From an optimization exercise on the open Yosys and OpenROAD flow, aimed at small area; shortcuts taken in it are not production practice. RTL that was checked went through simulation tests only; none was proved equivalent to the original. No functional check of the RTL was part of runs 4 and 5. No activity file was given, so power comes from the tool's default toggle rates.

--- flow/run.sh ---
#!/bin/bash
# synth_recipe.tcl (not shown) runs the flow's synth.tcl, then flattens the netlist and writes it again
# the make line also repeats each setting of config.mk as NAME=value (left out here)
make -C /OpenROAD-flow-scripts/flow DESIGN_CONFIG=/design/flow/config.mk WORK_HOME=/design/flow/orfs CLKGATE_MAP_FILE= SYNTH_SCRIPT=/design/flow/synth_recipe.tcl finish
--- flow/config.mk ---
export PLATFORM = sky130hd
export DESIGN_NAME = zcpd_core
export DESIGN_NICKNAME = zcpd_core
export VERILOG_FILES = /design/flow/design.v
export SDC_FILE = /design/flow/constraint.sdc
export NUM_CORES = 4
export LEC_CHECK = 0
export CAP_MARGIN = 20
export CORE_MARGIN = 2
export CORE_UTILIZATION = 40
export PLACE_DENSITY = 0.6
export SLEW_MARGIN = 20
--- flow/constraint.sdc ---
create_clock -name core_clock -period 25.0 [get_ports {clk}]
set_input_delay 5.0000 -clock core_clock [delete_from_list [all_inputs] [get_ports {clk}]]
set_output_delay 5.0000 -clock core_clock [all_outputs]
set_load 0.01 [all_outputs]
--- flow/design.v ---
module zcpd_core (
    input  wire        clk,
    input  wire        rst_n,
    input  wire        op_valid,
    input  wire [23:0] op_word,
    output reg  [15:0] rdata,
    output reg         rdata_valid,
    output wire        gate_out,
    output wire        heartbeat_out,
    output wire        cal_done
);
    reg        zc_prev;
    reg [15:0] guard;
    reg [2:0]  cal_phase;
    reg [15:0] cnt;          
    reg [10:0] cal_sum;
    reg [2:0]  cal_idx;
    reg [7:0]  ctrl_state;
    reg        gate;
    reg        heartbeat;
    reg [15:0] dim_target;
    reg [3:0]  rd_addr;
    wire mode = cal_phase[2] & cal_phase[0];    
    assign gate_out      = gate;
    assign heartbeat_out = heartbeat;
    assign cal_done      = mode;
    wire [1:0]  op    = op_word[23:22];
    wire [3:0]  addr  = op_word[19:16];
    wire        z     = op_word[0];
    wire zero_21_16 = (op_word[21:20] == 2'd0);
    wire zero_15_1  = (op_word[15:1] == 15'd0);
    wire zero_19_16 = (op_word[19:16] == 4'd0);
    wire do_tick  = rst_n && op_valid && (op == 2'b00) && zero_21_16 &&
                    zero_19_16 && zero_15_1;
    wire do_write = rst_n && op_valid && (op == 2'b01) && zero_21_16;
    wire do_read  = op_valid && (op == 2'b10);
    wire rd_legal = zero_21_16 && zero_15_1 && !op_word[0];
    wire rst      = !rst_n || (op_valid && (op == 2'b11) && zero_21_16 &&
                               zero_19_16 && zero_15_1 && !op_word[0]);
    wire rising = z && !zc_prev;
    wire accept = rising && ((|guard[15:8]) || (guard[7:0] > 8'd140));
    wire g_sat  = &guard;
    always @(posedge clk) begin
        if (rst)
            zc_prev <= 1'b1;
        else if (do_tick)
            zc_prev <= z;
    end
    always @(posedge clk) begin
        if (rst || (do_tick && accept))
            guard <= 16'd0;
        else
            guard <= guard + {15'd0, do_tick && !g_sat};
    end
    wire [15:0] c      = cnt + 16'd1;
    wire        c_hi   = |c[15:8];
    wire        armed  = (dim_target[15:8] == 8'd0) && (dim_target[7:0] < 8'd230);
    wire        fire   = armed && (c_hi || (c[7:0] >= dim_target[7:0]));
    wire        tmo    = c_hi || (c[7:0] >= 8'd230);
    wire        c_ge2  = |c[15:1];
    wire        c_ge10 = (|c[15:4]) || (c[3:0] >= 4'd10);
    wire st_idle = (ctrl_state == 8'd0);
    wire st_off  = (ctrl_state == 8'd1);
    wire st_del  = (ctrl_state == 8'd2);
    wire st_trg  = (ctrl_state == 8'd3);
    wire run  = do_tick && mode;
    wire cal  = do_tick && !mode;
    wire ph_ref  = (cal_phase == 3'd3);
    wire ph_col  = (cal_phase == 3'd4);
    wire in_win  = (cnt[15:8] == 8'd0) && (cnt[7:0] <= 8'd219);
    wire sample  = cal && ph_col && accept && in_win;
    wire publish = sample && (cal_idx == 3'd7);
    reg cnt_clr;
    reg cnt_inc;
    always @(*) begin
        cnt_clr = 1'b0;
        cnt_inc = 1'b0;
        if (rst) begin
            cnt_clr = 1'b1;
        end else if (cal) begin
            cnt_clr = (ph_ref || ph_col) && accept;
            cnt_inc = !(&cnt);
        end else if (run) begin
            if (st_idle) begin
                cnt_clr = accept;
            end else if (st_off) begin
                cnt_clr = c_ge2;
                cnt_inc = 1'b1;
            end else if (st_del) begin
                cnt_clr = fire;
                cnt_inc = 1'b1;
            end else if (st_trg) begin
                cnt_inc = 1'b1;
            end
        end
    end
    always @(posedge clk) begin
        if (cnt_clr)
            cnt <= 16'd0;
        else
            cnt <= cnt + {15'd0, cnt_inc};
    end
    always @(posedge clk) begin
        if (rst) begin
            cal_phase <= 3'd0;
        end else if (cal) begin
            case (cal_phase)
                3'd0: if (!z) cal_phase <= 3'd1;
                3'd1: if (z)  cal_phase <= 3'd2;
                3'd2: if (!z) cal_phase <= 3'd3;
                3'd3: if (accept) cal_phase <= 3'd4;
                3'd4: if (publish) cal_phase <= 3'd5;
                default: ;
            endcase
        end
    end
    always @(posedge clk) begin
        if (rst) begin
            cal_sum <= 11'd0;
            cal_idx <= 3'd0;
        end else if (sample) begin
            cal_sum <= cal_sum + {3'd0, cnt[7:0]} + 11'd1;
            cal_idx <= cal_idx + 3'd1;
        end
    end
    always @(posedge clk) begin
        if (rst) begin
            ctrl_state <= 8'd0;
            gate       <= 1'b0;
            heartbeat  <= 1'b0;
        end else if (run) begin
            if (st_idle) begin
                if (accept) begin
                    heartbeat  <= !heartbeat;
                    ctrl_state <= 8'd1;
                end
            end else if (st_off) begin
                if (c_ge2) ctrl_state <= 8'd2;
            end else if (st_del) begin
                if (fire) begin
                    gate       <= 1'b1;
                    ctrl_state <= 8'd3;
                end else if (tmo) begin
                    gate       <= 1'b0;
                    ctrl_state <= 8'd0;
                end
            end else if (st_trg) begin
                if (c_ge10) begin
                    gate       <= 1'b0;
                    ctrl_state <= 8'd0;
                end
            end else begin
                gate       <= 1'b0;
                ctrl_state <= 8'd0;
            end
        end else if (do_write && addr == 4'd9) begin
            ctrl_state <= op_word[7:0];
        end
    end
    always @(posedge clk) begin
        if (rst)
            dim_target <= 16'hFFFF;
        else if (do_write && addr == 4'd0)
            dim_target <= op_word[15:0];
    end
    always @(posedge clk) begin
        rdata_valid <= rst_n && do_read;
        rd_addr     <= rd_legal ? addr : 4'd15;
    end
    wire [7:0] avg = cal_sum[10:3];
    reg  [6:0] min_v;
    reg  [7:0] max_v;
    always @(*) begin
        case (avg)
            8'd142: min_v = 7'd52;
            8'd143: min_v = 7'd53;
            8'd144: min_v = 7'd53;
            8'd145: min_v = 7'd54;
            8'd146: min_v = 7'd54;
            8'd147: min_v = 7'd54;
            8'd148: min_v = 7'd55;
            8'd149: min_v = 7'd55;
            8'd150: min_v = 7'd55;
            8'd151: min_v = 7'd56;
            8'd152: min_v = 7'd56;
            8'd153: min_v = 7'd57;
            8'd154: min_v = 7'd57;
            8'd155: min_v = 7'd57;
            8'd156: min_v = 7'd58;
            8'd157: min_v = 7'd58;
            8'd158: min_v = 7'd58;
            8'd159: min_v = 7'd59;
            8'd160: min_v = 7'd59;
            8'd161: min_v = 7'd60;
            8'd162: min_v = 7'd60;
            8'd163: min_v = 7'd60;
            8'd164: min_v = 7'd61;
            8'd165: min_v = 7'd61;
            8'd166: min_v = 7'd62;
            8'd167: min_v = 7'd62;
            8'd168: min_v = 7'd62;
            8'd169: min_v = 7'd63;
            8'd170: min_v = 7'd63;
            8'd171: min_v = 7'd63;
            8'd172: min_v = 7'd64;
            8'd173: min_v = 7'd64;
            8'd174: min_v = 7'd65;
            8'd175: min_v = 7'd65;
            8'd176: min_v = 7'd65;
            8'd177: min_v = 7'd66;
            8'd178: min_v = 7'd66;
            8'd179: min_v = 7'd66;
            8'd180: min_v = 7'd67;
            8'd181: min_v = 7'd67;
            8'd182: min_v = 7'd68;
            8'd183: min_v = 7'd68;
            8'd184: min_v = 7'd68;
            8'd185: min_v = 7'd69;
            8'd186: min_v = 7'd69;
            8'd187: min_v = 7'd69;
            8'd188: min_v = 7'd70;
            8'd189: min_v = 7'd70;
            8'd190: min_v = 7'd71;
            8'd191: min_v = 7'd71;
            8'd192: min_v = 7'd71;
            8'd193: min_v = 7'd72;
            8'd194: min_v = 7'd72;
            8'd195: min_v = 7'd73;
            8'd196: min_v = 7'd73;
            8'd197: min_v = 7'd73;
            8'd198: min_v = 7'd74;
            8'd199: min_v = 7'd74;
            8'd200: min_v = 7'd74;
            8'd201: min_v = 7'd75;
            8'd202: min_v = 7'd75;
            8'd203: min_v = 7'd76;
            8'd204: min_v = 7'd76;
            8'd205: min_v = 7'd76;
            8'd206: min_v = 7'd77;
            8'd207: min_v = 7'd77;
            8'd208: min_v = 7'd77;
            8'd209: min_v = 7'd78;
            8'd210: min_v = 7'd78;
            8'd211: min_v = 7'd79;
            8'd212: min_v = 7'd79;
            8'd213: min_v = 7'd79;
            8'd214: min_v = 7'd80;
            8'd215: min_v = 7'd80;
            8'd216: min_v = 7'd80;
            8'd217: min_v = 7'd80;
            8'd218: min_v = 7'd80;
            8'd219: min_v = 7'd80;
            8'd220: min_v = 7'd80;
            default: min_v = 7'bx;
        endcase
        max_v = (avg >= 8'd204) ? 8'd195 : avg - 8'd9;
    end
    wire [15:0] status = {ctrl_state, 1'b0, zc_prev, heartbeat, gate,
                          cal_phase, mode};
    always @(*) begin
        case (rd_addr)
            4'd0: rdata = dim_target;
            4'd1: rdata = mode ? {9'd0, min_v} : 16'd0;
            4'd2: rdata = mode ? {8'd0, max_v} : 16'd0;
            4'd3: rdata = status;
            4'd4: rdata = mode ? cnt : 16'd0;
            4'd5: rdata = guard;
            4'd6: rdata = mode ? 16'd0 : cnt;
            4'd7: rdata = {5'd0, cal_sum};
            4'd8: rdata = {12'd0, mode, cal_idx};
            default: rdata = 16'd0;
        endcase
    end
endmodule
==> results of run 1 <==
[kinds of logic (layout without fill, tap and decap cells)]
family / after synthesis / count (layout) / share of synthesized area [%]
buffers and inverters: 67 / 95 / 4.70
adders and majority gates: 30 / 30 / 6.45
muxes: 30 / 30 / 5.19
xor gates and xnor gates: 49 / 49 / 7.23
AOI/OAI and AO/OA: 157 / 157 / 19.0
and+or+nand+nor: 326 / 326 / 27.8
DFF: 88 / 88 / 29.7
[routing by layer]
| metal | vias up | routed length (µm) |
|---|---|---|
| met1 | 2760 | 8570 |
| met4 | 0 | 496 |
| met2 | 234 | 8430 |
| met3 | 39 | 1370 |
| met5 | - | 0 |
| li1 | 2778 | - |
[sequential cells by signal, summed over array words and instances (netlist names)]
signal,count
cal_idx,3
min_v,7
rd_addr,4
cnt,16
guard,16
gate,1
dim_target,16
rdata_valid,1
cal_sum,11
ctrl_state,8
heartbeat,1
zc_prev,1
cal_phase,3
[cell usage after synthesis, types with 3 or more instances]
| library cell | instances | area share (%) |
|---|---|---|
| sky130_fd_sc_hd__a211o_1 | 4 | 0.59 |
| sky130_fd_sc_hd__a211oi_1 | 7 | 0.89 |
| sky130_fd_sc_hd__a21o_1 | 5 | 0.63 |
| sky130_fd_sc_hd__a21oi_1 | 29 | 2.4 |
| sky130_fd_sc_hd__a221oi_1 | 4 | 0.59 |
| sky130_fd_sc_hd__a222oi_1 | 14 | 2.4 |
| sky130_fd_sc_hd__a22oi_1 | 12 | 1.5 |
| sky130_fd_sc_hd__a31o_2 | 3 | 0.44 |
| sky130_fd_sc_hd__a31oi_1 | 4 | 0.42 |
| sky130_fd_sc_hd__and2_1 | 8 | 0.84 |
| sky130_fd_sc_hd__and3_1 | 10 | 1.1 |
| sky130_fd_sc_hd__and4_1 | 4 | 0.59 |
| sky130_fd_sc_hd__buf_2 | 7 | 0.59 |
| sky130_fd_sc_hd__clkbuf_1 | 27 | 1.7 |
| sky130_fd_sc_hd__dfxtp_1 | 88 | 30 |
| sky130_fd_sc_hd__ha_1 | 29 | 6.1 |
| sky130_fd_sc_hd__inv_1 | 26 | 1.6 |
| sky130_fd_sc_hd__mux2_2 | 3 | 0.57 |
| sky130_fd_sc_hd__mux2i_1 | 26 | 4.4 |
| sky130_fd_sc_hd__nand2_1 | 85 | 5.4 |
| sky130_fd_sc_hd__nand2b_1 | 5 | 0.53 |
| sky130_fd_sc_hd__nand3_1 | 36 | 3.0 |
| sky130_fd_sc_hd__nand3b_1 | 3 | 0.38 |
| sky130_fd_sc_hd__nand4_1 | 17 | 1.8 |
| sky130_fd_sc_hd__nand4b_1 | 3 | 0.44 |
| sky130_fd_sc_hd__nor2_1 | 81 | 5.1 |
| sky130_fd_sc_hd__nor2b_1 | 7 | 0.74 |
| sky130_fd_sc_hd__nor3_1 | 21 | 1.8 |
| sky130_fd_sc_hd__nor3b_1 | 3 | 0.38 |
| sky130_fd_sc_hd__nor4_1 | 13 | 1.4 |
| sky130_fd_sc_hd__nor4_2 | 3 | 0.63 |
| sky130_fd_sc_hd__o2111ai_1 | 3 | 0.44 |
| sky130_fd_sc_hd__o211ai_1 | 8 | 1.0 |
| sky130_fd_sc_hd__o21a_1 | 5 | 0.63 |
| sky130_fd_sc_hd__o21ai_0 | 25 | 2.1 |
| sky130_fd_sc_hd__o21ai_1 | 9 | 0.76 |
| sky130_fd_sc_hd__or2_2 | 7 | 0.74 |
| sky130_fd_sc_hd__or3_1 | 6 | 0.63 |
| sky130_fd_sc_hd__or4_1 | 6 | 0.76 |
| sky130_fd_sc_hd__xnor2_1 | 21 | 3.1 |
| sky130_fd_sc_hd__xor2_1 | 28 | 4.1 |
[critical path, delay by kind of cell]
kind / cells / cell delay, ns
AOI/OAI and AO/OA: 4 / 1.38
and+or+nand+nor: 4 / 1.82
buffers and inverters: 2 / 0.55
adders and majority gates: 1 / 0.20
[final cells by class]
type	instances	area [µm²]
inverter	29	109
timing repair buffer	50	490
multi-input combinational	592	3910
clock buffer	12	246
sequential	88	1760
tap	184	230
fill	1451	7730
clock inverter	4	53.8
[through the flow]
step	power [mW]	hold WS (ns)	cells	setup WS (ns)
after detailed placement	0.153	0.483	943	15.98
after floorplan	0.147	0.455	747	16.93
final	0.289	0.497	959	16.27
after CTS	0.291	0.493	959	16.33
after global routing	0.297	0.517	959	16.07
after global placement	0.153	0.483	943	15.99
[final timing paths]
path / start / endpoint / slack, ns
worst max-delay path: op_word[2] / min_v[0] / 16.27
worst min-delay path: ctrl_state[5] / ctrl_state[5] / 0.50
worst max register to register: cal_phase[2] / min_v[0] / 21.01
worst min register to register: ctrl_state[5] / ctrl_state[5] / 0.50
[power by group]
group | total, mW | internal [mW] | switching [mW] | leakage [nW]
registers | 0.140 | 0.140 | 0.0000515 | 0.710
logic | 0.0101 | 0.00480 | 0.00532 | 1.88
clock network | 0.139 | 0.0805 | 0.0585 | 0.139
total | 0.289 | 0.225 | 0.0638 | 2.73
==> flow_summary.toml, run 1 <==
[detailed_routing]
via_density = 6.06
first_pass_detailed_route_iteration_total = 8
wl_per_cell_um = 19.7
wl_um = 18900
final_antenna_net_count = 0
total_number_of_vias = 5811
drc = 0
detailedRoute.firstIterationViolations = 535

[yosys]
synth-main-ff-cell = "sky130_fd_sc_hd__dfxtp_1"
synthesis.area_um2 = 5930
syn_area_per_cell_um2 = 7.94
synthArstFlopShare_pct = 0
synth.lib_cells_used.distinct = 77
synth_cells = 747
flip_flop_and_latch_count_after_synthesis = 88
yosys_warnings = 1
synth_seq_area_share_pct = 29.7
syn-num-nets = 804
edff_count_synth = 0

[setup_path]
crit_path_end_kind = "register"
cpMostUsedCell = "sky130_fd_sc_hd__or3_1"
worst_setup_path_class = "primary input to register"
crit_slowest_cell = "sky130_fd_sc_hd__nor4_1"
timing.critical_path.cells = "clkdlybuf4s50_1, nor4_1, nand3_1, a2111o_1, or3_1, a21oi_1, inv_1, ha_1, or3_1, a31o_1, o32a_1"
setup.worst_path.start_class = "primary input"
timing.critical_path.fanout_max = 13
worst-endpoint-arrival_ns = 8.97
cp_data_required_time_ns = 25.24
timing.reg2reg.worst_path_depth = 10
timing.critical_path.slowest_cell_delay_ns = 0.76

[grt]
grt_overflow_total = 0
grt_pass1_wl_um = 30100
track_usage_pct = 23.8
via_count_of_the_first_global_routing_pass = 5548
grt_start_max_net_pins = 31
grtUsageMet1_pct = 33.0
global_route.usage.met2_pct = 37.6
initial_antenna_violation_count = 0
global_route.usage.met3_pct = 3.95
busiest_layer = "met2"

[clock_network]
max-clock-path-buffers = 2
tritoncts.num_buffers = 9
post_cts.repair.setup_buffers = 0
clock_sink_count = 88
post_cts.resized_instances = 0
clk_pin_slew_ns = 0.06
hold_buffers = 0
tritoncts = "done"
htree_num_levels = 3
root_buffer = "sky130_fd_sc_hd__clkbuf_16"
insertion_delay_ns = 0.35

[finish]
antenna_cells_inserted = 0
flow.area_growth_from_synthesis_pct = 14.6
layout_common_cells = "88 x sky130_fd_sc_hd__dfxtp_1, 85 x sky130_fd_sc_hd__nand2_1, 80 x sky130_fd_sc_hd__nor2_1, 46 x sky130_fd_sc_hd__clkdlybuf4s50_1, 36 x sky130_fd_sc_hd__nand3_1"
post-route-cell-area_um2 = 6800
share_of_final_layout_standard_cells_stronger_than_drive_strength_1_pct = 6.71
finish.utilization_pct = 46.8
leading_cell_type_in_the_layout_fill_and_taps_excluded = "sky130_fd_sc_hd__dfxtp_1"
final_net_count = 827

[timing]
finalHoldViolCount = 0
worst_slew_pin_slew_ns = 0.849
highest_clock_frequency_the_design_can_meet_ghz = 0.115
clock-skew-final_ns = 0.0107
final-max-slew-violation-count = 0
grt_setup_unrepaired = "false"
setup_tns_ns = 0
final_report_setup_violation_count = 0
finalCriticalPeriod_ns = 8.73
worst_slew_margin_rel_pct = 42.9
min_period_over_period_pct = 34.9

[worst_hold_path]
classification_of_the_worst_slack_hold_path = "register to register"
min_delay_path_depth = 2

[die]
die_width_um = 126
ioPinCount = 47
die_height_um = 126
std_cell_rows = 44
die-area_um2 = 15800
floorplan.core_area_um2 = 14500
floorplan.initialDensity_pct = 40.8

[run_status]
run_status = "complete, no violations"

[power]
ir_worst_vdd_mv = 0.0300
p_leak_nw = 2.73
power_density_nw_per_um2 = 42.5

[placement]
placedInstanceArea_um2 = 6490
gp_congestion = 0.936
total_half_perimeter_wirelength_after_legalization_and_detailed_placement_um = 14300
buffers_added_on_ports = 46

[run]
drv_cap = 0
==> run 2, diff against run 1 <==
--- a/flow/design.v
+++ b/flow/design.v
@@ -22,3 +22,24 @@
     reg [3:0]  rd_addr;
-    wire mode = cal_phase[2] & cal_phase[0];    
+    wire mode = cal_phase[2] & cal_phase[0];
+    function [15:0] inc16(input [15:0] a, input ci);    
+        integer i;
+        reg c;
+        begin
+            c = ci;
+            for (i = 0; i < 16; i = i + 1) begin
+                inc16[i] = a[i] ^ c;
+                c = c & a[i];
+            end
+        end
+    endfunction
+    function ge8(input [7:0] a, input [7:0] b);          
+        integer i;
+        reg g;
+        begin
+            g = 1'b1;
+            for (i = 0; i < 8; i = i + 1)
+                g = (a[i] & !b[i]) | (!(a[i] ^ b[i]) & g);
+            ge8 = g;
+        end
+    endfunction    
     assign gate_out      = gate;
@@ -40,3 +61,3 @@
     wire rising = z && !zc_prev;
-    wire accept = rising && ((|guard[15:8]) || (guard[7:0] > 8'd140));
+    wire accept = rising && ((|guard[15:8]) || ge8(guard[7:0], 8'd141));
     wire g_sat  = &guard;
@@ -52,11 +73,11 @@
         else
-            guard <= guard + {15'd0, do_tick && !g_sat};
-    end
-    wire [15:0] c      = cnt + 16'd1;
+            guard <= inc16(guard, do_tick && !g_sat);
+    end
+    wire [15:0] c      = inc16(cnt, 1'b1);
     wire        c_hi   = |c[15:8];
-    wire        armed  = (dim_target[15:8] == 8'd0) && (dim_target[7:0] < 8'd230);
-    wire        fire   = armed && (c_hi || (c[7:0] >= dim_target[7:0]));
-    wire        tmo    = c_hi || (c[7:0] >= 8'd230);
+    wire        armed  = (dim_target[15:8] == 8'd0) && !ge8(dim_target[7:0], 8'd230);
+    wire        fire   = armed && (c_hi || ge8(c[7:0], dim_target[7:0]));
+    wire        tmo    = c_hi || ge8(c[7:0], 8'd230);
     wire        c_ge2  = |c[15:1];
-    wire        c_ge10 = (|c[15:4]) || (c[3:0] >= 4'd10);
+    wire        c_ge10 = (|c[15:4]) || (c[3] & (c[2] | c[1]));
     wire st_idle = (ctrl_state == 8'd0);
@@ -69,3 +90,3 @@
     wire ph_col  = (cal_phase == 3'd4);
-    wire in_win  = (cnt[15:8] == 8'd0) && (cnt[7:0] <= 8'd219);
+    wire in_win  = (cnt[15:8] == 8'd0) && !ge8(cnt[7:0], 8'd220);
     wire sample  = cal && ph_col && accept && in_win;
@@ -100,3 +121,3 @@
         else
-            cnt <= cnt + {15'd0, cnt_inc};
+            cnt <= inc16(cnt, cnt_inc);
     end
@@ -116,2 +137,17 @@
     end
+    reg [10:0] sum_nxt;
+    reg        sc;
+    integer    k;
+    always @(*) begin
+        sc = 1'b1;
+        for (k = 0; k < 11; k = k + 1) begin
+            if (k < 8) begin
+                sum_nxt[k] = cal_sum[k] ^ cnt[k] ^ sc;
+                sc = (cal_sum[k] & cnt[k]) | (sc & (cal_sum[k] ^ cnt[k]));
+            end else begin
+                sum_nxt[k] = cal_sum[k] ^ sc;
+                sc = sc & cal_sum[k];
+            end
+        end
+    end
     always @(posedge clk) begin
@@ -121,4 +157,5 @@
         end else if (sample) begin
-            cal_sum <= cal_sum + {3'd0, cnt[7:0]} + 11'd1;
-            cal_idx <= cal_idx + 3'd1;
+            cal_sum <= sum_nxt;
+            cal_idx <= {cal_idx[2] ^ (cal_idx[1] & cal_idx[0]),
+                        cal_idx[1] ^ cal_idx[0], !cal_idx[0]};
         end
@@ -169,4 +206,14 @@
     end
-    wire [7:0] avg = cal_sum[10:3];
+    wire [7:0] avg = mode ? cal_sum[10:3] : 8'd0;
     reg  [6:0] min_v;
+    reg  [7:0] avg_m9;
+    reg        mc;
+    integer    j;
+    always @(*) begin
+        mc = 1'b0;
+        for (j = 0; j < 8; j = j + 1) begin
+            avg_m9[j] = avg[j] ^ (j != 3) ^ mc;
+            mc = (j != 3) ? (avg[j] | mc) : (avg[j] & mc);
+        end
+    end
     reg  [7:0] max_v;
@@ -174,2 +221,3 @@
         case (avg)
+            8'd0: min_v = 7'd0;
             8'd142: min_v = 7'd52;
@@ -255,3 +303,3 @@
         endcase
-        max_v = (avg >= 8'd204) ? 8'd195 : avg - 8'd9;
+        max_v = !mode ? 8'd0 : ge8(avg, 8'd204) ? 8'd195 : avg_m9;
     end
@@ -262,4 +310,4 @@
             4'd0: rdata = dim_target;
-            4'd1: rdata = mode ? {9'd0, min_v} : 16'd0;
-            4'd2: rdata = mode ? {8'd0, max_v} : 16'd0;
+            4'd1: rdata = {9'd0, min_v};
+            4'd2: rdata = {8'd0, max_v};
             4'd3: rdata = status;
==> flow_summary.toml, run 2 <==
[run_status]
run_status = "complete, no violations"

[timing]
worst_slew_pin_slew_ns = 0.816
highest_clock_frequency_the_design_can_meet_ghz = 0.105
min_period_over_period_pct = 38.2
clock-skew-final_ns = 0.0191
worst_slack_ns = 15.44
worst_slew_margin_rel_pct = 45.6
setup_tns_ns = 0
final_report_setup_violation_count = 0
final-max-slew-violation-count = 0
finalCriticalPeriod_ns = 9.56
finalHoldViolCount = 0
grt_setup_unrepaired = "false"

[finish]
multi_input_area_um2 = 3670
final-seq-area_um2 = 1620
leading_cell_type_in_the_layout_fill_and_taps_excluded = "sky130_fd_sc_hd__nand2_1"
finish.utilization_pct = 47.0
reg.largest.list = "cnt x16, dim_target x16, guard x16"
flow.area_growth_from_synthesis_pct = 16.3
final_layout_fill_cell_count = 1363
final_net_count = 763
share_of_final_layout_standard_cells_stronger_than_drive_strength_1_pct = 8.66
post-route-cell-area_um2 = 6450
layout_common_cells = "85 x sky130_fd_sc_hd__nand2_1, 81 x sky130_fd_sc_hd__dfxtp_1, 64 x sky130_fd_sc_hd__ha_1, 48 x sky130_fd_sc_hd__nor2_1, 46 x sky130_fd_sc_hd__clkdlybuf4s50_1"
antenna_cells_inserted = 0

[placement]
total_half_perimeter_wirelength_after_legalization_and_detailed_placement_um = 12500
gp_congestion = 0.972
buffers_added_on_ports = 46
placedInstanceArea_um2 = 6140
place_worst_setup_slack_ns = 15.58

[clock_network]
root_buffer = "sky130_fd_sc_hd__clkbuf_16"
max-clock-path-buffers = 2
hold_buffers = 0
tritoncts.num_buffers = 9
post_cts.repair.setup_buffers = 0
clock_sink_count = 81
clk_pin_slew_ns = 0.08
post_cts.resized_instances = 0
htree_num_levels = 3
tritoncts = "done"
insertion_delay_ns = 0.36

[power]
ir_worst_vdd_mv = 0.0276
power_density_nw_per_um2 = 43.4
p_leak_nw = 2.79

[detailed_routing]
final_antenna_net_count = 0
first_pass_detailed_route_iteration_total = 7
wl_per_cell_um = 19.2
wl_um = 16300
via_density = 5.90
drc = 0
detailedRoute.firstIterationViolations = 409
total_number_of_vias = 5017

[die]
std_cell_rows = 43
die-area_um2 = 14800
floorplan.core_area_um2 = 13700
floorplan.initialDensity_pct = 40.5
die_width_um = 122
ioPinCount = 47
die_height_um = 122

[worst_hold_path]
classification_of_the_worst_slack_hold_path = "register to register"

[grt]
via_count_of_the_first_global_routing_pass = 4853
grt_start_max_net_pins = 36
global_route.usage.met2_pct = 37.6
busiest_layer = "met2"
initial_antenna_violation_count = 0
global_route.usage.met3_pct = 3.60
grtUsageMet1_pct = 31.3
grt_pass1_wl_um = 26400
grt_overflow_total = 0
track_usage_pct = 23.1

[yosys]
synth_common_cells = "85 x sky130_fd_sc_hd__nand2_1, 81 x sky130_fd_sc_hd__dfxtp_1, 64 x sky130_fd_sc_hd__ha_1"
yosysMostFrequentCell = "sky130_fd_sc_hd__nand2_1"
yosys_warnings = 1
synth-main-ff-cell = "sky130_fd_sc_hd__dfxtp_1"
yosysTopAreaCell = "sky130_fd_sc_hd__dfxtp_1"
ys_top_cells_by_area = "sky130_fd_sc_hd__dfxtp_1 29%, sky130_fd_sc_hd__ha_1 14%, sky130_fd_sc_hd__nand2_1 5.7%"
synthArstFlopShare_pct = 0
synth_seq_area_share_pct = 29.2
synth_cells = 634
flip_flop_and_latch_count_after_synthesis = 81
synthesis.area_um2 = 5550
edff_count_synth = 0
post-synth-top-area-fraction_pct = 29.2
syn_area_per_cell_um2 = 8.76
syn-num-nets = 732
synth.lib_cells_used.distinct = 76

[setup_path]
worst-endpoint-arrival_ns = 4.56
timing.critical_path.fanout_max = 18
setup.worst_path.start_class = "register"
crit_path_end_kind = "primary output"
worst_setup_path_class = "register to primary output"
cp_data_required_time_ns = 20.00

[run]
drv_cap = 0
## run 2: changes by cell type in the layout (fill, tap and decap cells not counted), sizes merged, moves of 8 or more
cell	previous run	this run
and3	10	2
nor2	81	48
o21ai	36	10
xnor2	21	8
nor3b	4	17
ha	29	64
a21oi	29	14
o31ai	1	9
mux2i	27	19
xor2	28	3
nand3	36	19
## run 2: through the flow
stage / power, mW / instances / hold slack, ns
4_1_cts: 0.282 / 850 / 0.496
3_5_place_dp: 0.142 / 834 / 0.488
5_1_grt: 0.289 / 850 / 0.510
6_report: 0.280 / 850 / 0.494
3_3_place_gp: 0.142 / 834 / 0.483
2_1_floorplan: 0.136 / 634 / 0.458
## run 2: report_power, final
group | switching, mW | total [mW] | internal [mW] | leakage (nW)
Clock | 0.0589 | 0.140 | 0.0816 | 0.155
Sequential | 0.0000638 | 0.129 | 0.129 | 0.653
Combinational | 0.00538 | 0.0104 | 0.00502 | 1.99
Total | 0.0643 | 0.280 | 0.216 | 2.79
## run 2: routing by layer
layer	share of wire, %	routed length (µm)
met1	45	7380
met3	6.2	1010
met2	46	7570
met4	2.1	343
met5	0	0
## run 2: layout make-up
type	instances	area share (%)
multi-input combinational	492	56.9
sequential	81	25.1
timing repair buffer	54	8.06
clock buffer	10	3.70
tap	180	3.49
inverter	27	1.57
clock inverter	6	1.12
## run 2: cell families after synthesis
logic type,count (synthesis),share of synthesized area (%)
compound gates,119,16.4
xor+xnor,11,1.74
fa+ha+maj,71,16.9
buf+inv,61,4.71
flops,81,29.2
mux,21,3.83
simple gates,270,27.1
## run 2: worst max-delay path, cell delays in order (launching register included)
cell	delay, ns
sky130_fd_sc_hd__dfxtp_1	0.61
sky130_fd_sc_hd__nand2_1	0.51
sky130_fd_sc_hd__inv_2	0.49
sky130_fd_sc_hd__nand2_1	0.14
sky130_fd_sc_hd__ha_1	0.30
sky130_fd_sc_hd__ha_1	0.26
sky130_fd_sc_hd__inv_1	0.10
sky130_fd_sc_hd__ha_1	0.15
sky130_fd_sc_hd__inv_1	0.04
sky130_fd_sc_hd__ha_1	0.19
sky130_fd_sc_hd__ha_1	0.20
sky130_fd_sc_hd__ha_1	0.20
sky130_fd_sc_hd__xor2_1	0.17
sky130_fd_sc_hd__a21o_1	0.19
sky130_fd_sc_hd__nand3_1	0.10
sky130_fd_sc_hd__clkdlybuf4s50_1	0.55
## run 2: final timing paths
| check | start | end | slack, ns | cells after the start |
|---|---|---|---|---|
| min | dim_target[14] | dim_target[14] | 0.49 | 2 |
| min reg2reg | dim_target[14] | dim_target[14] | 0.49 | 2 |
| max | cal_phase[0] | rdata[7] | 15.44 | 15 |
| max reg2reg | cal_phase[0] | cnt[14] | 20.19 | 20 |
==> run 3, diff against run 2 <==
==> flow/flow/run.sh (new file) <==
#!/bin/bash
# Layout flow: the standard synthesis, then a stronger area-oriented
# re-mapping of its combinational logic (every register instance of the
# standard synthesis is kept as is), then the standard ORFS flow from the
# floorplan on, with port buffers of the smallest buffer cell.
set -uo pipefail
HERE=$(pwd)
RES=$HERE/orfs/results/$FLOW_PLATFORM/zcpd_core/base

bash standard.sh synth > synth_std.log 2>&1 || { echo "standard synth failed"; exit 1; }
cp $RES/1_2_yosys.v $HERE/std_netlist.v

cp $HERE/flow/resynth.abc $HERE/resynth.abc
yosys -c $HERE/flow/resynth.tcl > resynth.log 2>&1
ok=0
if [[ -s $HERE/resynth_netlist.v ]]; then
  # the registers (instance name and cell type) must be exactly the standard ones
  regs() { grep -E "^\s*sky130_fd_sc_hd__(df|edf|sdf|dl)[a-z0-9_]* " "$1" | sed 's/(.*//; s/ *$//' | sort; }
  regs $HERE/std_netlist.v > regs_std.txt
  regs $HERE/resynth_netlist.v > regs_new.txt
  if cmp -s regs_std.txt regs_new.txt && [[ $(wc -l < regs_std.txt) -gt 0 ]]; then ok=1; fi
fi
if [[ $ok == 1 ]]; then
  echo "using re-mapped netlist" | tee flow_choice.log
  cp $HERE/resynth_netlist.v $RES/1_2_yosys.v
  rm -f $RES/1_synth.odb $RES/1_synth.sdc
else
  echo "re-mapping rejected, using the standard netlist" | tee flow_choice.log
fi

bash standard.sh BUFFER_PORTS_ARGS="-buffer_cell sky130_fd_sc_hd__buf_1" finish > layout.log 2>&1
status=$?
tail -20 layout.log
exit $status
==> flow/flow/resynth.abc (new file) <==
strash
&get -n
&deepsyn -T 60
&dch -f
&nf -a
&put
==> flow/flow/resynth.tcl (new file) <==
# Re-map the combinational logic of the standard synthesis netlist for area.
# Sequential cells are kept as instances, with their names.
yosys -import
set lib $::env(FLOW_HOME)/platforms/sky130hd/lib/sky130_fd_sc_hd__tt_025C_1v80.lib
# the platform's don't-use cells (probe and lpflow cells)
set fh [open $::env(FLOW_HOME)/platforms/sky130hd/config.mk r]
set cfg [read $fh]
close $fh
set dont_use {}
foreach c [lsort -unique [regexp -all -inline {sky130_fd_sc_hd__(?:probe|probec|lpflow)_[a-z0-9_]+} $cfg]] {
  lappend dont_use -dont_use $c
}

read_liberty -ignore_miss_func $lib
read_verilog std_netlist.v
hierarchy -top zcpd_core
setattr -mod -set keep_hierarchy 1 sky130_fd_sc_hd__df* sky130_fd_sc_hd__edf* sky130_fd_sc_hd__sdf* sky130_fd_sc_hd__dl*
flatten
hierarchy -top zcpd_core
blackbox sky130_fd_sc_hd__df* sky130_fd_sc_hd__edf* sky130_fd_sc_hd__sdf* sky130_fd_sc_hd__dl*
opt -full
abc -liberty $lib {*}$dont_use -script resynth.abc
opt_clean -purge
setundef -zero
splitnets
opt_clean -purge
hilomap -singleton -hicell sky130_fd_sc_hd__conb_1 HI -locell sky130_fd_sc_hd__conb_1 LO
insbuf -buf sky130_fd_sc_hd__buf_4 A X
opt_clean -purge
tee -o resynth_stat.txt stat -liberty $lib
write_verilog -noattr -nohex -nodec resynth_netlist.v
==> flow/standard.sh (new file) <==
#!/bin/bash
# synth_recipe.tcl (not shown) runs the flow's synth.tcl, then flattens the netlist and writes it again
# the make line also repeats each setting of config.mk as NAME=value (left out here)
make -C /OpenROAD-flow-scripts/flow DESIGN_CONFIG=/design/flow/config.mk WORK_HOME=/design/flow/orfs CLKGATE_MAP_FILE= SYNTH_SCRIPT=/design/flow/synth_recipe.tcl "${@:-finish}"
removed: flow/run.sh
==> flow_summary.toml, run 3 <==
[run_status]
run_status = "complete, no violations"

[finish]
finish.utilization_pct = 45.9
final_net_count = 621
layout_common_cells = "81 x sky130_fd_sc_hd__dfxtp_1, 59 x sky130_fd_sc_hd__nand2_1, 50 x sky130_fd_sc_hd__nor2_1, 46 x sky130_fd_sc_hd__buf_1, 37 x sky130_fd_sc_hd__a21oi_1"
leading_cell_type_in_the_layout_fill_and_taps_excluded = "sky130_fd_sc_hd__dfxtp_1"
layoutNonFillerInstCount = 738
post-route-cell-area_um2 = 4940
reg.largest.list = "cnt x16, dim_target x16, guard x16"
flow.area_growth_from_synthesis_pct = 13.0
share_of_final_layout_standard_cells_stronger_than_drive_strength_1_pct = 3.18
antenna_cells_inserted = 0

[setup_path]
cpLargestDelayFamily = "simple AND/OR/NAND/NOR gates"
timing.critical_path.fanout_max = 12
setup.worst_path.start_class = "primary input"
timing.rr.start = "cnt[2]"
cpMostUsedCell = "sky130_fd_sc_hd__and3_1"
crit_path_end_kind = "register"
crit_buf_inv = 1
timing.reg2reg.worst_path_depth = 9
worst_setup_path_class = "primary input to register"
crit-reg2reg-capture = "ctrl_state[1]"
crit_slowest_cell = "sky130_fd_sc_hd__or4b_1"
cp_data_required_time_ns = 25.22
regToRegSetupSlack_ns = 21.41
timing.critical_path.slowest_cell_delay_ns = 0.58
worst-endpoint-arrival_ns = 8.43
timing.critical_path.cells = "buf_1, or4b_1, or4_1, nor3_1, and3_1, nor4b_1, and3_1, and3_1, and3_1, and3_1, nor3_1"

[die]
ioPinCount = 47
die-area_um2 = 11800
die_height_um = 109
floorplan.core_area_um2 = 10700
std_cell_rows = 38
floorplan.initialDensity_pct = 40.6
die_width_um = 109

[clock_network]
clk_pin_slew_ns = 0.08
max-clock-path-buffers = 2
htree_num_levels = 3
clock_sink_count = 81
tritoncts.num_buffers = 9
root_buffer = "sky130_fd_sc_hd__clkbuf_8"
post_cts.repair.setup_buffers = 0
hold_buffers = 0
insertion_delay_ns = 0.36
tritoncts = "done"
post_cts.resized_instances = 0

[power]
report.power.total_mw = 0.229
sequential_cell_fraction_of_total_power_pct = 56.6
switching_share_pct = 22.7
pwr-share-comb_pct = 3.3
power_density_nw_per_um2 = 46.3
pwr-share-clk_pct = 40.2
net-switching-power_mw = 0.0520
ir_worst_vdd_mv = 0.0339
p_leak_nw = 1.70
cellInternalPower_mw = 0.177

[grt]
grt_pass1_wl_um = 21900
grt_overflow_total = 0
initial_antenna_violation_count = 0
via_count_of_the_first_global_routing_pass = 4255
track_usage_pct = 23.8
grt_start_max_net_pins = 18

[detailed_routing]
final_antenna_net_count = 0
total_number_of_vias = 4614
drc = 0
first_pass_detailed_route_iteration_total = 7
via_density = 6.25
wl_per_cell_um = 18.8
wl_um = 13900
detailedRoute.firstIterationViolations = 574

[timing]
worst_slew_margin_rel_pct = 37.8
worst_slew_pin_slew_ns = 0.925
finalHoldViolCount = 0
final_report_setup_violation_count = 0
finalCriticalPeriod_ns = 8.21
highest_clock_frequency_the_design_can_meet_ghz = 0.122
grt_setup_unrepaired = "false"
final-max-slew-violation-count = 0
clock-skew-final_ns = 0.00835
finalHoldWorstSlack_ns = 0.487
worst_slack_ns = 16.79
setup_tns_ns = 0
min_period_over_period_pct = 32.8

[yosys]
syn_area_per_cell_um2 = 8.21
syn-num-nets = 559
yosys_warnings = 1
synthesis.area_um2 = 4370
synth_cells = 532

[worst_hold_path]
min_delay_path_depth = 1
classification_of_the_worst_slack_hold_path = "register to register"
min_delay_worst_endpoint = "cal_idx[2]"
holdCritStartpoint = "cal_idx[2]"

[placement]
number_of_placed_instances_with_taps_included = 723
place_worst_setup_slack_ns = 16.49
gp_congestion = 0.901
placedInstanceArea_um2 = 4760
total_half_perimeter_wirelength_after_legalization_and_detailed_placement_um = 10200
buffers_added_on_ports = 46

[run]
drv_cap = 0
-- run 3: cell type report --
cell class                 instances  area (µm²)
clock buffer                      11         131
multi-input combinational        445        2730
tap                              140         175
timing repair buffer              51         210
clock inverter                     4        45.0
inverter                           6        22.5
sequential                        81        1620
fill                            1118        5810
-- run 3: worst max-delay path by stage --
stage | cells past startpoint | end | slack (ns) | startpoint
3_3_place_gp | 11 | cnt[15] | 16.54 | op_word[19]
6_report | 11 | cnt[15] | 16.79 | op_word[19]
5_1_grt | 11 | ctrl_state[0] | 16.59 | op_word[19]
3_5_place_dp | 11 | cnt[15] | 16.49 | op_word[19]
2_1_floorplan | 10 | guard[14] | 16.71 | op_word[19]
4_1_cts | 11 | cnt[15] | 16.85 | op_word[19]
-- run 3: power groups by stage --
stage / clock network (mW) / logic (mW) / registers, mW
global route: 0.0992 / 0.00821 / 0.129
global placement: 0 / 0.00720 / 0.132
finish: 0.0918 / 0.00745 / 0.129
CTS: 0.0932 / 0.00739 / 0.129
floorplan: 0 / 0.00340 / 0.132
detailed placement: 0 / 0.00735 / 0.132
-- run 3: worst reg2reg max path, delay by kind of cell, from the launching register on --
family / cells / cell delay (ns)
DFF: 1 / 0.65
AOI/OAI and AO/OA: 4 / 0.90
and+or+nand+nor: 5 / 2.00
-- run 3: layer usage --
metal	wire length, µm	global-route usage [%]
met5	0	0
met1	6150	31.9
met2	6250	37.7
met3	1140	4.52
met4	347	9.80
==> run 4, diff against run 3 <==
--- a/flow/design.v
+++ b/flow/design.v
@@ -139,9 +139,11 @@
     reg        sc;
+    reg        sb;
     integer    k;
     always @(*) begin
-        sc = 1'b1;
+        sc = sample;
         for (k = 0; k < 11; k = k + 1) begin
             if (k < 8) begin
-                sum_nxt[k] = cal_sum[k] ^ cnt[k] ^ sc;
-                sc = (cal_sum[k] & cnt[k]) | (sc & (cal_sum[k] ^ cnt[k]));
+                sb = cnt[k] & sample;
+                sum_nxt[k] = cal_sum[k] ^ sb ^ sc;
+                sc = (cal_sum[k] & sb) | (sc & (cal_sum[k] ^ sb));
             end else begin
@@ -156,6 +158,6 @@
             cal_idx <= 3'd0;
-        end else if (sample) begin
+        end else begin
             cal_sum <= sum_nxt;
-            cal_idx <= {cal_idx[2] ^ (cal_idx[1] & cal_idx[0]),
-                        cal_idx[1] ^ cal_idx[0], !cal_idx[0]};
+            cal_idx <= {cal_idx[2] ^ (cal_idx[1] & cal_idx[0] & sample),
+                        cal_idx[1] ^ (cal_idx[0] & sample), cal_idx[0] ^ sample};
         end
@@ -307,15 +309,15 @@
                           cal_phase, mode};
+    wire s_dim = (rd_addr == 4'd0);
+    wire s_min = (rd_addr == 4'd1) & mode;
+    wire s_max = (rd_addr == 4'd2) & mode;
+    wire s_st  = (rd_addr == 4'd3);
+    wire s_cnt = ((rd_addr == 4'd4) & mode) | ((rd_addr == 4'd6) & !mode);
+    wire s_g   = (rd_addr == 4'd5);
+    wire s_sum = (rd_addr == 4'd7);
+    wire s_idx = (rd_addr == 4'd8);
     always @(*) begin
-        case (rd_addr)
-            4'd0: rdata = dim_target;
-            4'd1: rdata = {9'd0, min_v};
-            4'd2: rdata = {8'd0, max_v};
-            4'd3: rdata = status;
-            4'd4: rdata = mode ? cnt : 16'd0;
-            4'd5: rdata = guard;
-            4'd6: rdata = mode ? 16'd0 : cnt;
-            4'd7: rdata = {5'd0, cal_sum};
-            4'd8: rdata = {12'd0, mode, cal_idx};
-            default: rdata = 16'd0;
-        endcase
+        rdata = ({16{s_dim}} & dim_target) | ({16{s_min}} & {9'd0, min_v}) |
+                ({16{s_max}} & {8'd0, max_v}) | ({16{s_st}} & status) |
+                ({16{s_cnt}} & cnt) | ({16{s_g}} & guard) |
+                ({16{s_sum}} & {5'd0, cal_sum}) | ({16{s_idx}} & {12'd0, mode, cal_idx});
     end
--- a/flow/flow/run.sh
+++ b/flow/flow/run.sh
@@ -4,3 +4,4 @@
 # standard synthesis is kept as is), then the standard ORFS flow from the
-# floorplan on, with port buffers of the smallest buffer cell.
+# floorplan on, with port buffers of the smallest buffer cell and a clock
+# tree of the buffers and clustering given in cts_args.txt, without dummy loads.
 set -uo pipefail
@@ -30,3 +31,6 @@
 
-bash standard.sh BUFFER_PORTS_ARGS="-buffer_cell sky130_fd_sc_hd__buf_1" finish > layout.log 2>&1
+CTS_ARGS="$(cat $HERE/flow/cts_args.txt)"
+echo "CTS_ARGS: $CTS_ARGS"
+bash standard.sh BUFFER_PORTS_ARGS="-buffer_cell sky130_fd_sc_hd__buf_1" \
+  CTS_ARGS="$CTS_ARGS" finish > layout.log 2>&1
 status=$?
==> flow/flow/cts_args.txt (new file) <==
-sink_clustering_enable -repair_clock_nets -dont_use_dummy_load -buf_list sky130_fd_sc_hd__clkbuf_8 -root_buf sky130_fd_sc_hd__clkbuf_8 -sink_clustering_size 30 -sink_clustering_max_diameter 120
--- a/flow/config.mk
+++ b/flow/config.mk
@@ -10,2 +10,3 @@
 export CORE_UTILIZATION = 40
+export GPL_TIMING_DRIVEN = 0
 export PLACE_DENSITY = 0.6
==> flow_summary.toml, run 4 <==
[timing]
setup_tns_ns = 0
final_report_setup_violation_count = 0
finalHoldViolCount = 0
min_period_over_period_pct = 33.4
grt_setup_unrepaired = "false"
finalCriticalPeriod_ns = 8.35
clock-skew-final_ns = 0.0152
final-max-slew-violation-count = 0
highest_clock_frequency_the_design_can_meet_ghz = 0.120
worst_slew_pin_slew_ns = 1.11
finalHoldWorstSlack_ns = 0.491
worst_slew_margin_rel_pct = 26.1

[detailed_routing]
total_number_of_vias = 4759
wl_per_cell_um = 18.9
via_density = 6.31
wl_um = 14300
drc = 0
final_antenna_net_count = 0
detailedRoute.firstIterationViolations = 531
first_pass_detailed_route_iteration_total = 5

[clock_network]
post_cts.repair.setup_buffers = 0
clock_sink_count = 81
tritoncts.num_buffers = 9
tritoncts = "done"
clk_pin_slew_ns = 0.08
htree_num_levels = 3
hold_buffers = 0
insertion_delay_ns = 0.36
post_cts.resized_instances = 0
max-clock-path-buffers = 2
root_buffer = "sky130_fd_sc_hd__clkbuf_8"

[power]
ir_worst_vdd_mv = 0.0253
p_leak_nw = 1.60
power_density_nw_per_um2 = 43.4

[grt]
via_count_of_the_first_global_routing_pass = 4340
track_usage_pct = 25.8
grt_pass1_wl_um = 23100
grt_start_max_net_pins = 21
grt_overflow_total = 0
initial_antenna_violation_count = 0

[placement]
buffers_added_on_ports = 46
gp_congestion = 0.986
total_half_perimeter_wirelength_after_legalization_and_detailed_placement_um = 10700
number_of_placed_instances_with_taps_included = 745

[finish]
layoutNonFillerInstCount = 754
leading_cell_type_in_the_layout_fill_and_taps_excluded = "sky130_fd_sc_hd__dfxtp_1"
final_net_count = 643
antenna_cells_inserted = 0
share_of_final_layout_standard_cells_stronger_than_drive_strength_1_pct = 2.12
layout_common_cells = "81 x sky130_fd_sc_hd__dfxtp_1, 64 x sky130_fd_sc_hd__nor2_1, 55 x sky130_fd_sc_hd__nand2_1, 46 x sky130_fd_sc_hd__o21ai_0, 46 x sky130_fd_sc_hd__buf_1"
flow.area_growth_from_synthesis_pct = 11.2
reg.largest.list = "cnt x16, dim_target x16, guard x16"
finish.utilization_pct = 45.3

[yosys]
synth_cells = 558
synthesis.area_um2 = 4390
syn-num-nets = 585
syn_area_per_cell_um2 = 7.87
yosys_warnings = 1

[setup_path]
cp_data_required_time_ns = 25.30
timing.critical_path.cells = "buf_1, or4b_1, nor4_1, nand4_1, nand4b_1, a211oi_1, maj3_1, maj3_1, maj3_1, and3_1, o21ai_0, a21oi_1"
timing.critical_path.slowest_cell_delay_ns = 0.62
worst_setup_path_class = "primary input to register"
crit_slowest_cell = "sky130_fd_sc_hd__or4b_1"
setup.worst_path.start_class = "primary input"
timing.critical_path.fanout_max = 7
cpMostUsedCell = "sky130_fd_sc_hd__maj3_1"
crit_path_end_kind = "register"
worst-endpoint-arrival_ns = 8.65

[die]
die_height_um = 109
floorplan.core_area_um2 = 10800
floorplan.initialDensity_pct = 40.7
std_cell_rows = 38
die_width_um = 109
ioPinCount = 47
die-area_um2 = 11800

[run]
drv_cap = 0

[run_status]
run_status = "complete, no violations"

[worst_hold_path]
classification_of_the_worst_slack_hold_path = "register to register"
==> run 4: changes by cell type in the layout (fill, tap and decap cells not counted), sizes merged, moves of 5 or more <==
| cell | previous run | this run |
|---|---|---|
| clkinv | 9 | 17 |
| nand4 | 7 | 12 |
| a22o | 11 | 6 |
| a31oi | 13 | 4 |
| nor2 | 50 | 65 |
| o21a | 1 | 6 |
| a21oi | 37 | 42 |
| o21ai | 27 | 46 |
| a211oi | 10 | 4 |
==> run 4: metal layers <==
layer	GRT usage (%)	wire [µm]	vias up
li1	-	-	2285
met1	35.2	6450	2245
met2	40.0	6510	206
met3	5.08	1060	23
met4	9.89	262	0
met5	0	0	-
==> run 4: area by class of cell <==
class	instances	area [µm²]
inverters	17	63.8
clock buffers	9	124
fillers	1127	5910
flip-flops and latches	81	1620
multi-input cells	460	2720
well taps	140	175
repair buffers	47	180
==> run 4: per-stage QoR <==
| step | cell area [µm²] | setup WS [ns] | power (mW) |
|---|---|---|---|
| 5_1_grt | 4890 | 16.40 | 0.221 |
| 3_5_place_dp | 4750 | 16.33 | 0.138 |
| 3_3_place_gp | 4740 | 16.40 | 0.138 |
| 2_1_floorplan | 4390 | 17.05 | 0.135 |
| 6_report | 4890 | 16.65 | 0.212 |
| 4_1_cts | 4880 | 16.71 | 0.214 |
==> run 4: path summary, 6_finish.rpt <==
check | start | endpoint | slack [ns] | depth (start not counted)
max reg2reg | cnt[0] | cal_sum[10] | 21.48 | 11
max | op_word[16] | cal_sum[10] | 16.65 | 12
min reg2reg | cal_idx[2] | cal_idx[2] | 0.49 | 1
min | cal_idx[2] | cal_idx[2] | 0.49 | 1
==> run 4: report_power, final <==
part	switching, mW	internal [mW]	total [mW]
clock	0.0441	0.0322	0.0763
combinational	0.00466	0.00187	0.00654
sequential	0.0000752	0.129	0.129
==> run 4: worst max-delay path: cells and delay by family <==
family / cells / cell delay, ns
AO/OA/AOI/OAI: 3 / 0.65
adder cells (fa/ha/maj): 3 / 0.82
AND/OR/NAND/NOR: 5 / 2.08
buffers and inverters: 1 / 0.09
==> run 5, diff against run 4 <==
==> flow/flow/cts_args.txt (replaced) <==
-sink_clustering_enable -repair_clock_nets -dont_use_dummy_load -buf_list sky130_fd_sc_hd__clkbuf_4 -root_buf sky130_fd_sc_hd__clkbuf_4 -sink_clustering_size 20 -sink_clustering_max_diameter 100
==> flow_summary.toml, run 5 <==
[run_status]
run_status = "complete, no violations"

[grt]
grt_overflow_total = 0
initial_antenna_violation_count = 0
grt_pass1_wl_um = 23100
grt_start_max_net_pins = 21
track_usage_pct = 25.6
via_count_of_the_first_global_routing_pass = 4362

[die]
floorplan.initialDensity_pct = 40.7
die_width_um = 109
die_height_um = 109
floorplan.core_area_um2 = 10800
die-area_um2 = 11800
std_cell_rows = 38
ioPinCount = 47

[setup_path]
timing.critical_path.cells = "buf_1, or4b_1, nor4_1, nand4_1, nand4b_1, a211oi_1, maj3_1, maj3_1, maj3_1, and3_1, o21ai_0, a21oi_1"
crit_buf_inv = 1
cp_data_required_time_ns = 25.39
timing.critical_path.slowest_cell_delay_ns = 0.62
worst_setup_path_class = "primary input to register"
setup.worst_path.start_class = "primary input"
crit_slowest_cell = "sky130_fd_sc_hd__or4b_1"
cpLargestDelayFamily = "simple AND/OR/NAND/NOR gates"
timing.critical_path.fanout_max = 7
crit_path_end_kind = "register"
cpMostUsedCell = "sky130_fd_sc_hd__maj3_1"
worst-endpoint-arrival_ns = 8.66

[clock_network]
tritoncts = "done"
post_cts.resized_instances = 0
max-clock-path-buffers = 2
htree_num_levels = 3
tritoncts.num_buffers = 9
post_cts.repair.setup_buffers = 0
root_buffer = "sky130_fd_sc_hd__clkbuf_4"
clock_sink_count = 81
insertion_delay_ns = 0.45
hold_buffers = 0
clk_pin_slew_ns = 0.12

[detailed_routing]
drc = 0
final_antenna_net_count = 0
via_density = 6.29
first_pass_detailed_route_iteration_total = 9
detailedRoute.firstIterationViolations = 489
wl_per_cell_um = 19.0
total_number_of_vias = 4742
wl_um = 14300

[finish]
layout_common_cells = "81 x sky130_fd_sc_hd__dfxtp_1, 64 x sky130_fd_sc_hd__nor2_1, 55 x sky130_fd_sc_hd__nand2_1, 46 x sky130_fd_sc_hd__o21ai_0, 46 x sky130_fd_sc_hd__buf_1"
final_net_count = 643
reg.largest.list = "cnt x16, dim_target x16, guard x16"
antenna_cells_inserted = 0
post-route-cell-area_um2 = 4830
finish.utilization_pct = 44.7
final_layout_fill_cell_count = 1138
leading_cell_type_in_the_layout_fill_and_taps_excluded = "sky130_fd_sc_hd__dfxtp_1"
flow.area_growth_from_synthesis_pct = 9.94
layoutNonFillerInstCount = 754
share_of_final_layout_standard_cells_stronger_than_drive_strength_1_pct = 2.12

[timing]
setup_tns_ns = 0
grt_setup_unrepaired = "false"
finalHoldViolCount = 0
final_report_setup_violation_count = 0
clock-skew-final_ns = 0.0139
min_period_over_period_pct = 33.1
worst_slack_ns = 16.73
worst_slew_pin_slew_ns = 1.10
highest_clock_frequency_the_design_can_meet_ghz = 0.121
worst_slew_margin_rel_pct = 26.7
finalCriticalPeriod_ns = 8.27
final-max-slew-violation-count = 0

[yosys]
syn_area_per_cell_um2 = 7.87
synth_cells = 558
syn-num-nets = 585
yosys_warnings = 1
synthesis.area_um2 = 4390

[placement]
total_half_perimeter_wirelength_after_legalization_and_detailed_placement_um = 10700
placedInstanceArea_um2 = 4750
place_worst_setup_slack_ns = 16.33
number_of_placed_instances_with_taps_included = 745
gp_congestion = 0.986
buffers_added_on_ports = 46

[power]
ir_worst_vdd_mv = 0.0226
power_density_nw_per_um2 = 40.4
p_leak_nw = 1.58

[run]
drv_cap = 0

[worst_hold_path]
classification_of_the_worst_slack_hold_path = "register to register"
==> run 5: cell count changes in the layout (fill, tap and decap cells not counted) <==
cell | before | now
sky130_fd_sc_hd__clkbuf_4 | 0 | 9
sky130_fd_sc_hd__clkbuf_8 | 9 | 0
==> run 5: metal layers <==
metal  GRT usage, %  routed length [µm]  vias up
met1           34.9                6320     2220
met5              0                   0        -
met3           4.72                1200       24
li1               -                   -     2288
met2           40.2                6520      210
met4           9.71                 282        0
==> run 5: layout make-up <==
| cell class | instances | area, µm² | share of cell area (%) |
|---|---|---|---|
| well taps | 140 | 175 | 3.63 |
| flip-flops and latches | 81 | 1620 | 33.6 |
| inverters | 17 | 63.8 | 1.32 |
| repair buffers | 47 | 180 | 3.73 |
| multi-input cells | 460 | 2720 | 56.3 |
| clock buffers | 9 | 67.6 | 1.40 |
==> run 5: final timing paths <==
check | start | end | slack, ns | cells after the start
setup reg to reg | cnt[1] | cal_sum[10] | 21.47 | 11
hold / removal | cal_idx[2] | cal_idx[2] | 0.51 | 1
setup / recovery | op_word[16] | cal_sum[10] | 16.73 | 12
hold reg to reg | cal_idx[2] | cal_idx[2] | 0.51 | 1
==> run 5: power breakdown <==
group / internal [mW] / switching [mW]
registers: 0.129 / 0.0000737
logic: 0.00187 / 0.00460
clock network: 0.0168 / 0.0427
==> run 5: stage by stage <==
stage                     hold WS (ns)  power, mW
after floorplan                  0.443      0.135
after global placement           0.466      0.138
after detailed placement         0.477      0.138
after CTS                        0.499      0.196
after global routing             0.520      0.203
final                            0.508      0.195

separate check: timing with driven ports:
In the flow no input, the clock included, has a driving cell. The finished layouts below were timed again as built, in two steps.
Step 1 sets driving cells, clkbuf_16 on the clock port and buf_2 on the other inputs (assumed; they add their load-dependent delay and slew).
Step 2 times the ports against the registers' clock, not the clock port: input delays grow and output delays shrink by t, the midpoint of the rising clock arrivals with the driver on.
Slacks: ideal ports / drivers / drivers and shift; pairs: ideal ports / drivers.
run	shift t [ns]	setup WS [ns]	hold slack, ns	pins driven straight from the clock port
run 1	0.387	16.271 / 16.282 / 15.896	0.497 / 0.497 / 0.497	1
run 2	0.392	15.441 / 15.398 / 15.559	0.494 / 0.494 / 0.494	1
run 3	0.387	16.792 / 16.804 / 16.417	0.487 / 0.487 / 0.487	1
run 4	0.392	16.654 / 16.671 / 16.279	0.491 / 0.491 / 0.491	1
run 5	0.471	16.726 / 16.739 / 16.268	0.508 / 0.508 / 0.508	1
After both steps every run listed still meets setup and hold. The setup slack of run 5, which loses most, moves by +0.013 ns with the drivers and by -0.458 ns with both steps.
